What follows belongs to an exercise in optimizing a design on an open flow for small area, a short achievable clock period and few clock cycles per item; a production flow would make more cautious choices. At most, simulation tests tie the RTL to the original design; equivalence was not proved.

==> inputs of trial 45 <==
// bsm_xfade
module bsm_xfade (
    input  wire        clk,
    input  wire        rst,
    input  wire        cmd_valid,
    output wire        cmd_ready,
    input  wire [11:0] cmd_len,
    input  wire        in_valid,
    output wire        in_ready,
    input  wire [15:0] in_dst,
    input  wire [15:0] in_src,
    output wire        out_valid,
    input  wire        out_ready,
    output wire [15:0] out_data
);
make LEC_CHECK=0 CAP_MARGIN=20 CORE_MARGIN=2 CORE_UTILIZATION=60 PLACE_DENSITY=0.7 SETUP_SLACK_MARGIN=5 SLEW_MARGIN=20 finish   # period 10.0 ns
run.sh (not shown) runs the stock make flow with config.mk's settings and CLKGATE_MAP_FILE= SYNTH_SCRIPT=/design/flow/synth_recipe.tcl, a recipe that flattens the netlist after the stock synthesis.
==> trial 46 (differences from trial 45) <==
--- a/flow/design.v
+++ b/flow/design.v
@@ -13,38 +13,39 @@
     output wire [15:0] out_data
 );
     localparam F   = 29;              
     localparam CT  = 14;            
     localparam K   = 3;               
     localparam W   = F + 16 - CT;     
     localparam WL  = F - CT;          
     reg        active;    
-    reg [11:0] left;      
+    reg        dz;        
     reg        first;     
     reg        rdy_r;     
-    reg [1:0]  nq;        
+    reg        full_r;    
+    reg        nq;        
     reg        vA, vB;    
     reg [10:0] dv;        
     reg [11:0] pr;        
     reg [F:0]  q;         
     reg [3:0]  dcnt;      
     reg        dfirst;    
     reg [F-1:0] x;        
     reg [11:0]  u;        
     reg         second;   
     wire cmd_fire = cmd_valid && !active;
-    wire in_fire  = in_valid && rdy_r;
-    wire pop      = out_ready && (nq != 2'd0);
-    wire [1:0] nq_pop = nq - {1'b0, pop};
-    wire stallB   = vB && (nq_pop == 2'd2);    
+    wire in_fire  = in_valid && in_ready;
+    wire pop      = out_ready && nq;
+    wire nq_pop   = nq && !pop;
+    wire stallB   = vB && nq_pop;              
     wire stallA   = vA && stallB;              
     wire moveB    = vB && !stallB;
     assign cmd_ready = !active;
-    assign in_ready  = rdy_r;
+    assign in_ready  = rdy_r && (!full_r || out_ready);
     wire [11:0] dr [0:K];
     wire [K-1:0] qb;
     assign dr[0] = pr;
     genvar gj;
     generate
         for (gj = 0; gj < K; gj = gj + 1) begin : g_div
             wire [11:0] tw = {dr[gj][10:0], dfirst && (gj == 0)};
             assign dr[gj+1] = dr[gj][11] ? tw + {1'b0, dv} : tw - {1'b0, dv};
@@ -60,62 +61,66 @@
     wire         cu  = !second && !u[11];
     wire [11:0]  un;
     wire         un_co;
     xf_add #(12) u_un (.a(second ? rmd : u), .b(cu ? rmd : rr), .ci(1'b0),
                        .s(un), .co(un_co));
     wire [F:0]   xs;
     wire         xs_co;
     xf_add #(F+1) u_xs (.a({1'b0, x}), .b(q), .ci(cu), .s(xs), .co(xs_co));
-    wire [F-1:0] xn  = (xs[F] | xs_co) ? {F{1'b1}} : xs[F-1:0];
+    wire         ovf = xs[F] | xs_co;      
+    wire [F-1:0] xn  = ovf ? {F{1'b1}} : xs[F-1:0];
+    wire         last = first ? dz : ovf;
     wire [16:0] dl_in;
     wire        dl_co;
     xf_add #(17) u_dl (.a({in_dst[15], in_dst}), .b(~{in_src[15], in_src}), .ci(1'b1),
                        .s(dl_in), .co(dl_co));
     reg [16:0] dlA;
     reg [15:0] sA;
     wire [W-1:0] ra, rb;
     xf_mul u_mul (.dl(dlA), .x(x), .s(sA), .ra(ra), .rb(rb));
     wire [WL-1:0] lp = ra[WL-1:0] ^ rb[WL-1:0];
     wire [WL-1:0] lt = ra[WL-1:0] | rb[WL-1:0];
-    wire [WL-1:0] ls;
-    wire          lco;
-    xf_add #(WL) u_lo (.a(ra[WL-1:0]), .b(rb[WL-1:0]), .ci(1'b0), .s(ls), .co(lco));
-    wire [3:0]    l4s;
-    wire          c11;    
-    xf_add #(WL-11) u_l4 (.a(ra[WL-12:0]), .b(rb[WL-12:0]), .ci(1'b0), .s(l4s), .co(c11));
+    wire [3:0]    lg, lpp;
+    wire [3:0]    s0, s1, s2;
+    wire [2:0]    s3;
+    xf_add #(4) u_g0 (.a(ra[3:0]),   .b(rb[3:0]),   .ci(1'b0), .s(s0), .co(lg[0]));
+    xf_add #(4) u_g1 (.a(ra[7:4]),   .b(rb[7:4]),   .ci(1'b0), .s(s1), .co(lg[1]));
+    xf_add #(4) u_g2 (.a(ra[11:8]),  .b(rb[11:8]),  .ci(1'b0), .s(s2), .co(lg[2]));
+    xf_add #(3) u_g3 (.a(ra[14:12]), .b(rb[14:12]), .ci(1'b0), .s(s3), .co(lg[3]));
+    assign lpp = {&lp[14:12], &lp[11:8], &lp[7:4], &lp[3:0]};
+    wire          c11 = lg[0];    
     wire          zl  = (lp[WL-11] == c11) && (lp[WL-1:WL-10] == lt[WL-2:WL-11]);
     reg  [15:0]   raB, rbB;
-    reg           zB, cB;
+    reg           zB;
+    reg  [3:0]    gB;
+    reg  [3:1]    pB;
     wire [15:0]  hi;
     wire         hi_co;
+    wire         cB  = gB[3] | pB[3] & (gB[2] | pB[2] & (gB[1] | pB[1] & gB[0]));
     xf_add #(16) u_y (.a(raB), .b(rbB), .ci(cB), .s(hi), .co(hi_co));
     wire         zi  = zB;
     wire [15:0]  res;
     wire         res_co;
     xf_add #(16) u_res (.a(hi), .b(16'd0), .ci(hi[15] & ~zi), .s(res), .co(res_co));
-    reg [15:0] e0, e1;
-    assign out_valid = (nq != 2'd0);
+    reg [15:0] e0;
+    assign out_valid = nq;
     assign out_data  = e0;
-    wire [1:0] nq_nx  = nq_pop + {1'b0, moveB};
+    wire       nq_nx  = nq_pop || moveB;
     wire       vA_nx  = in_fire || stallA;
     wire       vB_nx  = (vA && !stallB) || stallB;
-    wire [2:0] cnt_nx = {1'b0, nq_nx} + {2'b0, vA_nx} + {2'b0, vB_nx};
     always @(posedge clk) begin
-        if (pop)
-            e0 <= e1;
-        if (moveB) begin
-            if (nq_pop == 2'd0) e0 <= res;
-            else                e1 <= res;
-        end
+        if (moveB)
+            e0 <= res;
         if (!stallB) begin
             raB <= ra[W-1:WL];
             rbB <= rb[W-1:WL];
             zB  <= zl;
-            cB  <= lco;
+            gB  <= lg;
+            pB  <= lpp[3:1];
         end
         if (!stallA) begin
             dlA <= dl_in;
             sA  <= in_src;
         end
         if (dcnt != 4'd0) begin
             dcnt <= dcnt - 4'd1;
             pr   <= dr[K];
@@ -141,41 +146,40 @@
                 x <= {F{1'b0}};
             end else begin
                 x <= xn;
                 u <= un;
             end
         end
         if (rst) begin
             active <= 1'b0;
-            left   <= 12'd0;
             first  <= 1'b0;
             rdy_r  <= 1'b0;
-            nq     <= 2'd0;
+            nq     <= 1'b0;
+            full_r <= 1'b0;
             vA     <= 1'b0;
             vB     <= 1'b0;
             dcnt   <= 4'd0;
         end else begin
             nq <= nq_nx;
             vA <= vA_nx;
             vB <= vB_nx;
+            full_r <= nq_nx && vA_nx && vB_nx;
             if (cmd_fire) begin
                 active <= (cmd_len != 12'd0);
-                left   <= cmd_len;
+                dz     <= (cmd_len == 12'd1);
                 first  <= 1'b1;
-                rdy_r  <= (cmd_len != 12'd0) && (cnt_nx != 3'd4);
+                rdy_r  <= (cmd_len != 12'd0);
             end else begin
                 if (in_fire) begin
-                    left   <= left - 12'd1;
                     first  <= 1'b0;
-                    active <= (left != 12'd1);
+                    active <= !last;
                 end
-                rdy_r <= active && !(in_fire && left == 12'd1)
-                         && ((first && !in_fire) || (dcnt == 4'd0) || (dcnt == 4'd1))
-                         && (cnt_nx != 3'd4);
+                rdy_r <= active && !(in_fire && last)
+                         && ((first && !in_fire) || (dcnt == 4'd0) || (dcnt == 4'd1));
             end
         end
     end
 endmodule
 module xf_mul (
     input  wire [16:0] dl,
     input  wire [28:0] x,
     input  wire [15:0] s,
- CAP_MARGIN: 20 -> 5
- CORE_UTILIZATION: 60 -> 40
- PLACE_DENSITY: 0.7 -> 0.6
- SLEW_MARGIN: 20 -> 5
==> trial 34 (differences from trial 45) <==
--- a/flow/design.v
+++ b/flow/design.v
@@ -16,35 +16,36 @@
     localparam CT  = 14;            
     localparam K   = 3;               
     localparam W   = F + 16 - CT;     
     localparam WL  = F - CT;          
     reg        active;    
     reg [11:0] left;      
     reg        first;     
     reg        rdy_r;     
-    reg [1:0]  nq;        
+    reg        full_r;    
+    reg        nq;        
     reg        vA, vB;    
     reg [10:0] dv;        
     reg [11:0] pr;        
     reg [F:0]  q;         
     reg [3:0]  dcnt;      
     reg        dfirst;    
     reg [F-1:0] x;        
     reg [11:0]  u;        
     reg         second;   
     wire cmd_fire = cmd_valid && !active;
-    wire in_fire  = in_valid && rdy_r;
-    wire pop      = out_ready && (nq != 2'd0);
-    wire [1:0] nq_pop = nq - {1'b0, pop};
-    wire stallB   = vB && (nq_pop == 2'd2);    
+    wire in_fire  = in_valid && in_ready;
+    wire pop      = out_ready && nq;
+    wire nq_pop   = nq && !pop;
+    wire stallB   = vB && nq_pop;              
     wire stallA   = vA && stallB;              
     wire moveB    = vB && !stallB;
     assign cmd_ready = !active;
-    assign in_ready  = rdy_r;
+    assign in_ready  = rdy_r && (!full_r || out_ready);
     wire [11:0] dr [0:K];
     wire [K-1:0] qb;
     assign dr[0] = pr;
     genvar gj;
     generate
         for (gj = 0; gj < K; gj = gj + 1) begin : g_div
             wire [11:0] tw = {dr[gj][10:0], dfirst && (gj == 0)};
             assign dr[gj+1] = dr[gj][11] ? tw + {1'b0, dv} : tw - {1'b0, dv};
@@ -87,30 +88,25 @@
     reg           zB, cB;
     wire [15:0]  hi;
     wire         hi_co;
     xf_add #(16) u_y (.a(raB), .b(rbB), .ci(cB), .s(hi), .co(hi_co));
     wire         zi  = zB;
     wire [15:0]  res;
     wire         res_co;
     xf_add #(16) u_res (.a(hi), .b(16'd0), .ci(hi[15] & ~zi), .s(res), .co(res_co));
-    reg [15:0] e0, e1;
-    assign out_valid = (nq != 2'd0);
+    reg [15:0] e0;
+    assign out_valid = nq;
     assign out_data  = e0;
-    wire [1:0] nq_nx  = nq_pop + {1'b0, moveB};
+    wire       nq_nx  = nq_pop || moveB;
     wire       vA_nx  = in_fire || stallA;
     wire       vB_nx  = (vA && !stallB) || stallB;
-    wire [2:0] cnt_nx = {1'b0, nq_nx} + {2'b0, vA_nx} + {2'b0, vB_nx};
     always @(posedge clk) begin
-        if (pop)
-            e0 <= e1;
-        if (moveB) begin
-            if (nq_pop == 2'd0) e0 <= res;
-            else                e1 <= res;
-        end
+        if (moveB)
+            e0 <= res;
         if (!stallB) begin
             raB <= ra[W-1:WL];
             rbB <= rb[W-1:WL];
             zB  <= zl;
             cB  <= lco;
         end
         if (!stallA) begin
             dlA <= dl_in;
@@ -144,38 +140,39 @@
                 u <= un;
             end
         end
         if (rst) begin
             active <= 1'b0;
             left   <= 12'd0;
             first  <= 1'b0;
             rdy_r  <= 1'b0;
-            nq     <= 2'd0;
+            nq     <= 1'b0;
+            full_r <= 1'b0;
             vA     <= 1'b0;
             vB     <= 1'b0;
             dcnt   <= 4'd0;
         end else begin
             nq <= nq_nx;
             vA <= vA_nx;
             vB <= vB_nx;
+            full_r <= nq_nx && vA_nx && vB_nx;
             if (cmd_fire) begin
                 active <= (cmd_len != 12'd0);
                 left   <= cmd_len;
                 first  <= 1'b1;
-                rdy_r  <= (cmd_len != 12'd0) && (cnt_nx != 3'd4);
+                rdy_r  <= (cmd_len != 12'd0);
             end else begin
                 if (in_fire) begin
                     left   <= left - 12'd1;
                     first  <= 1'b0;
                     active <= (left != 12'd1);
                 end
                 rdy_r <= active && !(in_fire && left == 12'd1)
-                         && ((first && !in_fire) || (dcnt == 4'd0) || (dcnt == 4'd1))
-                         && (cnt_nx != 3'd4);
+                         && ((first && !in_fire) || (dcnt == 4'd0) || (dcnt == 4'd1));
             end
         end
     end
 endmodule
 module xf_mul (
     input  wire [16:0] dl,
     input  wire [28:0] x,
     input  wire [15:0] s,
@@ -864,18 +861,17 @@
 endmodule
 module xf_add #(parameter N = 8) (
     input  wire [N-1:0] a,
     input  wire [N-1:0] b,
     input  wire         ci,
     output wire [N-1:0] s,
     output wire         co
 );
-    localparam L = (N < 2) ? 1 : (N < 4) ? 2 : (N < 8) ? 3 : (N < 16) ? 4 :
-                   (N < 32) ? 5 : (N < 64) ? 6 : 7;    
+    localparam L = $clog2(N + 1);
     wire [N:0] g0 = {a & b, ci};
     wire [N:0] p0 = {a ^ b, 1'b0};
     reg  [N:0] g, p;
     integer lv, i;
     always @* begin
         g = g0;
         p = p0;
         for (lv = 0; lv < L; lv = lv + 1)
- ABC_CLOCK_PERIOD_IN_PS: not set -> 5000
- CORE_UTILIZATION: 60 -> 40
- PLACE_DENSITY: 0.7 -> 0.6
==> qor summary <==
metric                                                                             trial 45                 trial 34                 trial 46
Result of the run                                                   complete, no violations  complete, no violations  complete, no violations
Global-route track usage on met3                                                    0.04805                  0.02941                  0.03840
Clock Network Area Fraction                                                         0.03262                  0.02970                  0.02216
Placed cell areas                                                              0.02475 mm^2             0.02455 mm^2             0.02402 mm^2
Crit path capture                                                                    pr[11]                     q[0]                   pr[11]
Maximum number of pins on one net before global-route repair                             56                       44                       44
Core area                                                                      0.03874 mm^2             0.05737 mm^2             0.05606 mm^2
Sequential portion of the cell area                                                  0.2165                   0.2015                   0.2134
Portion of synthesized cell area occupied by the leading cell type                   0.1881                   0.1923                   0.2065
DR top layer                                                                           met4                     met5                     met4
Worst endpoint required time                                                       10.31 ns                 10.46 ns                 10.26 ns
Effective utilization at floorplan                                                   0.6099                   0.4028                   0.4020
Post-synthesis share of cell area spent on xor and xnor gates                        0.1249                   0.1228                   0.1302
DIE AREA                                                                       0.04098 mm^2             0.05971 mm^2             0.05826 mm^2
Clock Sinks                                                                             218                      202                      197
Site Rows                                                                                72                       88                       87
Non-clock buffer instance count of the final layout                                     189                      224                      172
Number of well taps                                                                     518                      765                      756
Detailed-routing iteration count for the pre-antenna-repair pass                          5                        6                        6
Aggregate global-route resource usage                                                0.3018                   0.2154                   0.2044
Testbench counts of trial 45, summed over its fixed seeds: cycles 41,401, items 38,279.
Testbench counts of trial 46, summed over its fixed seeds: cycles 41,401, items 38,279.
For trial 34, only the layout was checked, not whether the RTL still works.

========
==> run Z: inputs <==
Another version of the RTL of bsm_xfade (not shown whole).
export LEC_CHECK = 0
export ABC_CLOCK_PERIOD_IN_PS = 5000
export CAP_MARGIN = 20
export CORE_MARGIN = 2
export CORE_UTILIZATION = 40
export PLACE_DENSITY = 0.6
export SETUP_SLACK_MARGIN = 5
export SLEW_MARGIN = 20
create_clock -name core_clock -period 10.0 [get_ports {clk}]
==> run C: changes against run Z <==
--- a/flow/design.v
+++ b/flow/design.v
@@ -11,46 +11,50 @@
     output wire        out_valid,
     input  wire        out_ready,
     output wire [15:0] out_data
 );
     localparam F   = 29;              
     localparam CT  = 14;            
-    localparam K   = 3;               
+    localparam K   = 2;               
     localparam W   = F + 16 - CT;     
+    localparam WL  = F - CT;          
     reg        active;    
-    reg [11:0] left;      
+    reg        dz;        
     reg        first;     
     reg        rdy_r;     
-    reg [2:0]  cnt;       
-    reg        ne;        
-    reg [1:0]  wp, rp;    
+    reg        full_r;    
+    reg        nq;        
     reg        vA, vB;    
     reg [10:0] dv;        
     reg [11:0] pr;        
     reg [F:0]  q;         
     reg [3:0]  dcnt;      
     reg        dfirst;    
+    reg        qv;        
     reg [F-1:0] x;        
     reg [11:0]  u;        
     reg         second;   
     wire cmd_fire = cmd_valid && !active;
-    wire in_fire  = in_valid && rdy_r;
-    wire pop      = out_ready && ne;
+    wire [10:0] dnew = cmd_len[10:0] - 11'd1;
+    wire hit      = qv && (dnew == dv);         
+    wire in_fire  = in_valid && in_ready;
+    wire pop      = out_ready && nq;
+    wire nq_pop   = nq && !pop;
+    wire stallB   = vB && nq_pop;              
+    wire stallA   = vA && stallB;              
+    wire moveB    = vB && !stallB;
     assign cmd_ready = !active;
-    assign in_ready  = rdy_r;
+    assign in_ready  = rdy_r && (!full_r || out_ready);
     wire [11:0] dr [0:K];
     wire [K-1:0] qb;
     assign dr[0] = pr;
     genvar gj;
     generate
         for (gj = 0; gj < K; gj = gj + 1) begin : g_div
-            wire sub = !dr[gj][11];
-            wire co;
-            xf_add #(12) u_a (
-                .a({dr[gj][10:0], dfirst && (gj == 0)}),
-                .b({1'b0, dv} ^ {12{sub}}), .ci(sub), .s(dr[gj+1]), .co(co));
+            wire [11:0] tw = {dr[gj][10:0], dfirst && (gj == 0)};
+            assign dr[gj+1] = dr[gj][11] ? tw + {1'b0, dv} : tw - {1'b0, dv};
             assign qb[K-1-gj] = !dr[gj+1][11];
         end
     endgenerate
     wire [11:0]  pd;
     wire         pd_co;
     xf_add #(12) u_pd (.a(pr), .b({1'b0, dv} ^ {12{!pr[11]}}), .ci(!pr[11]),
@@ -62,58 +66,88 @@
     wire         un_co;
     xf_add #(12) u_un (.a(second ? rmd : u), .b(cu ? rmd : rr), .ci(1'b0),
                        .s(un), .co(un_co));
     wire [F:0]   xs;
     wire         xs_co;
     xf_add #(F+1) u_xs (.a({1'b0, x}), .b(q), .ci(cu), .s(xs), .co(xs_co));
-    wire [F-1:0] xn  = (xs[F] | xs_co) ? {F{1'b1}} : xs[F-1:0];
+    wire         ovf = xs[F] | xs_co;      
+    wire [F-1:0] xn  = ovf ? {F{1'b1}} : xs[F-1:0];
+    wire         last = first ? dz : ovf;
     wire [16:0] dl_in;
     wire        dl_co;
     xf_add #(17) u_dl (.a({in_dst[15], in_dst}), .b(~{in_src[15], in_src}), .ci(1'b1),
                        .s(dl_in), .co(dl_co));
     reg [16:0] dlA;
     reg [15:0] sA;
     wire [W-1:0] ra, rb;
     xf_mul u_mul (.dl(dlA), .x(x), .s(sA), .ra(ra), .rb(rb));
-    reg [W-1:0] raB, rbB;
-    wire [W-1:0] y;
-    wire         y_co;
-    xf_add #(W) u_y (.a(raB), .b(rbB), .ci(1'b0), .s(y), .co(y_co));
-    wire [15:0]  hi  = y[W-1:W-16];
-    wire         zi  = (y[W-17:W-27] == 11'd0);
+    wire [WL-1:0] lp = ra[WL-1:0] ^ rb[WL-1:0];
+    wire [WL-1:0] lt = ra[WL-1:0] | rb[WL-1:0];
+    wire [3:0]    lg, lpp;
+    wire [3:0]    s0, s1, s2;
+    wire [2:0]    s3;
+    xf_add #(4) u_g0 (.a(ra[3:0]),   .b(rb[3:0]),   .ci(1'b0), .s(s0), .co(lg[0]));
+    xf_add #(4) u_g1 (.a(ra[7:4]),   .b(rb[7:4]),   .ci(1'b0), .s(s1), .co(lg[1]));
+    xf_add #(4) u_g2 (.a(ra[11:8]),  .b(rb[11:8]),  .ci(1'b0), .s(s2), .co(lg[2]));
+    xf_add #(3) u_g3 (.a(ra[14:12]), .b(rb[14:12]), .ci(1'b0), .s(s3), .co(lg[3]));
+    assign lpp = {&lp[14:12], &lp[11:8], &lp[7:4], &lp[3:0]};
+    wire          c11 = lg[0];    
+    wire          zl  = (lp[WL-11] == c11) && (lp[WL-1:WL-10] == lt[WL-2:WL-11]);
+    reg  [15:0]   raB, rbB;
+    reg           zB;
+    reg  [3:0]    gB;
+    reg  [3:1]    pB;
+    wire [15:0]  hi;
+    wire         hi_co;
+    wire         cB  = gB[3] | pB[3] & (gB[2] | pB[2] & (gB[1] | pB[1] & gB[0]));
+    xf_add #(16) u_y (.a(raB), .b(rbB), .ci(cB), .s(hi), .co(hi_co));
+    wire         zi  = zB;
     wire [15:0]  res;
     wire         res_co;
     xf_add #(16) u_res (.a(hi), .b(16'd0), .ci(hi[15] & ~zi), .s(res), .co(res_co));
-    reg [15:0] mem [0:3];
-    assign out_valid = ne;
-    assign out_data  = mem[rp];
-    wire [2:0] cnt_nx = cnt - {2'b0, pop} + {2'b0, vB};
+    reg [15:0] e0;
+    assign out_valid = nq;
+    assign out_data  = e0;
+    wire       nq_nx  = nq_pop || moveB;
+    wire       vA_nx  = in_fire || stallA;
+    wire       vB_nx  = (vA && !stallB) || stallB;
     always @(posedge clk) begin
-        if (vB)
-            mem[wp] <= res;
-        raB <= ra;
-        rbB <= rb;
-        dlA <= dl_in;
-        sA  <= in_src;
+        if (moveB)
+            e0 <= res;
+        if (!stallB) begin
+            raB <= ra[W-1:WL];
+            rbB <= rb[W-1:WL];
+            zB  <= zl;
+            gB  <= lg;
+            pB  <= lpp[3:1];
+        end
+        if (!stallA) begin
+            dlA <= dl_in;
+            sA  <= in_src;
+        end
         if (dcnt != 4'd0) begin
             dcnt <= dcnt - 4'd1;
             pr   <= dr[K];
             q    <= {q[F-K:0], qb};
         end
         dfirst <= 1'b0;
-        if (cmd_fire) begin
-            dv <= cmd_len[10:0] - 11'd1;
+        if (cmd_fire && !hit) begin
+            dv <= dnew;
             q  <= {(F+1){1'b0}};
-            if (cmd_len > 12'd512) begin
-                dcnt <= 4'd7; pr <= 12'd256;
+            if (cmd_len > 12'd1024) begin
+                dcnt <= 4'd10; pr <= 12'd512;
+            end else if (cmd_len > 12'd256) begin
+                dcnt <= 4'd11; pr <= 12'd128;
             end else if (cmd_len > 12'd64) begin
-                dcnt <= 4'd8; pr <= 12'd32;
-            end else if (cmd_len > 12'd8) begin
-                dcnt <= 4'd9; pr <= 12'd4;
+                dcnt <= 4'd12; pr <= 12'd32;
+            end else if (cmd_len > 12'd16) begin
+                dcnt <= 4'd13; pr <= 12'd8;
+            end else if (cmd_len > 12'd4) begin
+                dcnt <= 4'd14; pr <= 12'd2;
             end else begin
-                dcnt <= 4'd10; pr <= 12'd0; dfirst <= 1'b1;
+                dcnt <= 4'd15; pr <= 12'd0; dfirst <= 1'b1;
             end
         end
         if (in_fire) begin
             second <= first;
             if (first) begin
                 x <= {F{1'b0}};
@@ -121,44 +155,41 @@
                 x <= xn;
                 u <= un;
             end
         end
         if (rst) begin
             active <= 1'b0;
-            left   <= 12'd0;
             first  <= 1'b0;
             rdy_r  <= 1'b0;
-            cnt    <= 3'd0;
-            ne     <= 1'b0;
-            wp     <= 2'd0;
-            rp     <= 2'd0;
+            nq     <= 1'b0;
+            full_r <= 1'b0;
             vA     <= 1'b0;
             vB     <= 1'b0;
             dcnt   <= 4'd0;
+            qv     <= 1'b0;
         end else begin
-            cnt <= cnt_nx;
-            ne  <= (cnt_nx != 3'd0);
-            if (vB) wp <= wp + 2'd1;
-            if (pop) rp <= rp + 2'd1;
-            vA <= in_fire;
-            vB <= vA;
+            nq <= nq_nx;
+            vA <= vA_nx;
+            vB <= vB_nx;
+            full_r <= nq_nx && vA_nx && vB_nx;
+            if (cmd_fire && !hit)
+                qv <= 1'b0;
+            else if (dcnt == 4'd1)
+                qv <= 1'b1;
             if (cmd_fire) begin
                 active <= (cmd_len != 12'd0);
-                left   <= cmd_len;
+                dz     <= (cmd_len == 12'd1);
                 first  <= 1'b1;
-                rdy_r  <= (cmd_len != 12'd0)
-                          && ({1'b0, cnt_nx} + {3'b0, vA} < 4'd4);
+                rdy_r  <= (cmd_len != 12'd0);
             end else begin
                 if (in_fire) begin
-                    left   <= left - 12'd1;
                     first  <= 1'b0;
-                    active <= (left != 12'd1);
+                    active <= !last;
                 end
-                rdy_r <= active && !(in_fire && left == 12'd1)
-                         && ((first && !in_fire) || (dcnt == 4'd0) || (dcnt == 4'd1))
-                         && ({1'b0, cnt_nx} + {3'b0, vA} + {3'b0, in_fire} < 4'd4);
+                rdy_r <= active && !(in_fire && last)
+                         && ((first && !in_fire) || (dcnt == 4'd0) || (dcnt == 4'd1));
             end
         end
     end
 endmodule
 module xf_mul (
     input  wire [16:0] dl,
@@ -851,13 +882,14 @@
     input  wire [N-1:0] a,
     input  wire [N-1:0] b,
     input  wire         ci,
     output wire [N-1:0] s,
     output wire         co
 );
-    localparam L = $clog2(N + 1);
+    localparam L = (N < 2) ? 1 : (N < 4) ? 2 : (N < 8) ? 3 : (N < 16) ? 4 :
+                   (N < 32) ? 5 : (N < 64) ? 6 : 7;    
     wire [N:0] g0 = {a & b, ci};
     wire [N:0] p0 = {a ^ b, 1'b0};
     reg  [N:0] g, p;
     integer lv, i;
     always @* begin
         g = g0;
ABC_CLOCK_PERIOD_IN_PS = default   (was 5000)
CAP_MARGIN = 5   (was 20)
SLEW_MARGIN = 5   (was 20)
==> comparison <==
Against run C, the first-iteration DRC count of run Z is smaller by about 20%. Against run Z, the synthesized area of run C is smaller by 7.5%. Via count: run Z is higher than run C (3.4%). In run Z the register-to-register slack is lower than in run C, by 1.8 ns. Of run Z and run C, run C has the higher worst hold slack (gap 0.013 ns).
Testbench counts of run C, summed over its fixed seeds: cycles 40,550, items 38,279.
No functional check of the RTL was part of run Z.

[what the ideal ports hide]
The results above use ideal ports. As a check the final layouts listed here were re-extracted and re-timed, cells and wires unchanged. Step 1, drivers: a clkbuf_16 drives clk and a buf_2 each remaining input, both assumed. Step 2 adds t to the input delays and takes it off the output delays; t is the mean of the earliest and latest rising clock arrival at the registers after step 1. Input paths then give back, and output paths get back, about the clock's delay inside the block. Slacks: ideal / step 1 / step 2; pairs: ideal / step 1.
run | t (ns) | setup WS [ns] | hold slack, ns | latest minus earliest clock arrival (ns)
trial 45 | 0.621 | 4.804 / 4.804 / 4.662 | 0.477 / 0.477 / 0.477 | 0.021 / 0.021
trial 46 | 0.548 | 4.788 / 4.788 / 4.656 | 0.481 / 0.481 / 0.481 | 0.015 / 0.014
trial 34 | 0.629 | 4.950 / 4.950 / 4.692 | 0.466 / 0.466 / 0.466 | 0.022 / 0.021
run Z | 0.655 | 3.316 / 3.316 / 3.316 | 0.460 / 0.460 / 0.460 | 0.014 / 0.015
run C | 0.550 | 5.072 / 5.045 / 4.636 | 0.473 / 0.473 / 0.473 | 0.014 / 0.014
After both steps every run listed still meets setup and hold. The setup slack of run C, which loses most, moves by -0.027 ns with the drivers and by -0.436 ns with both steps.
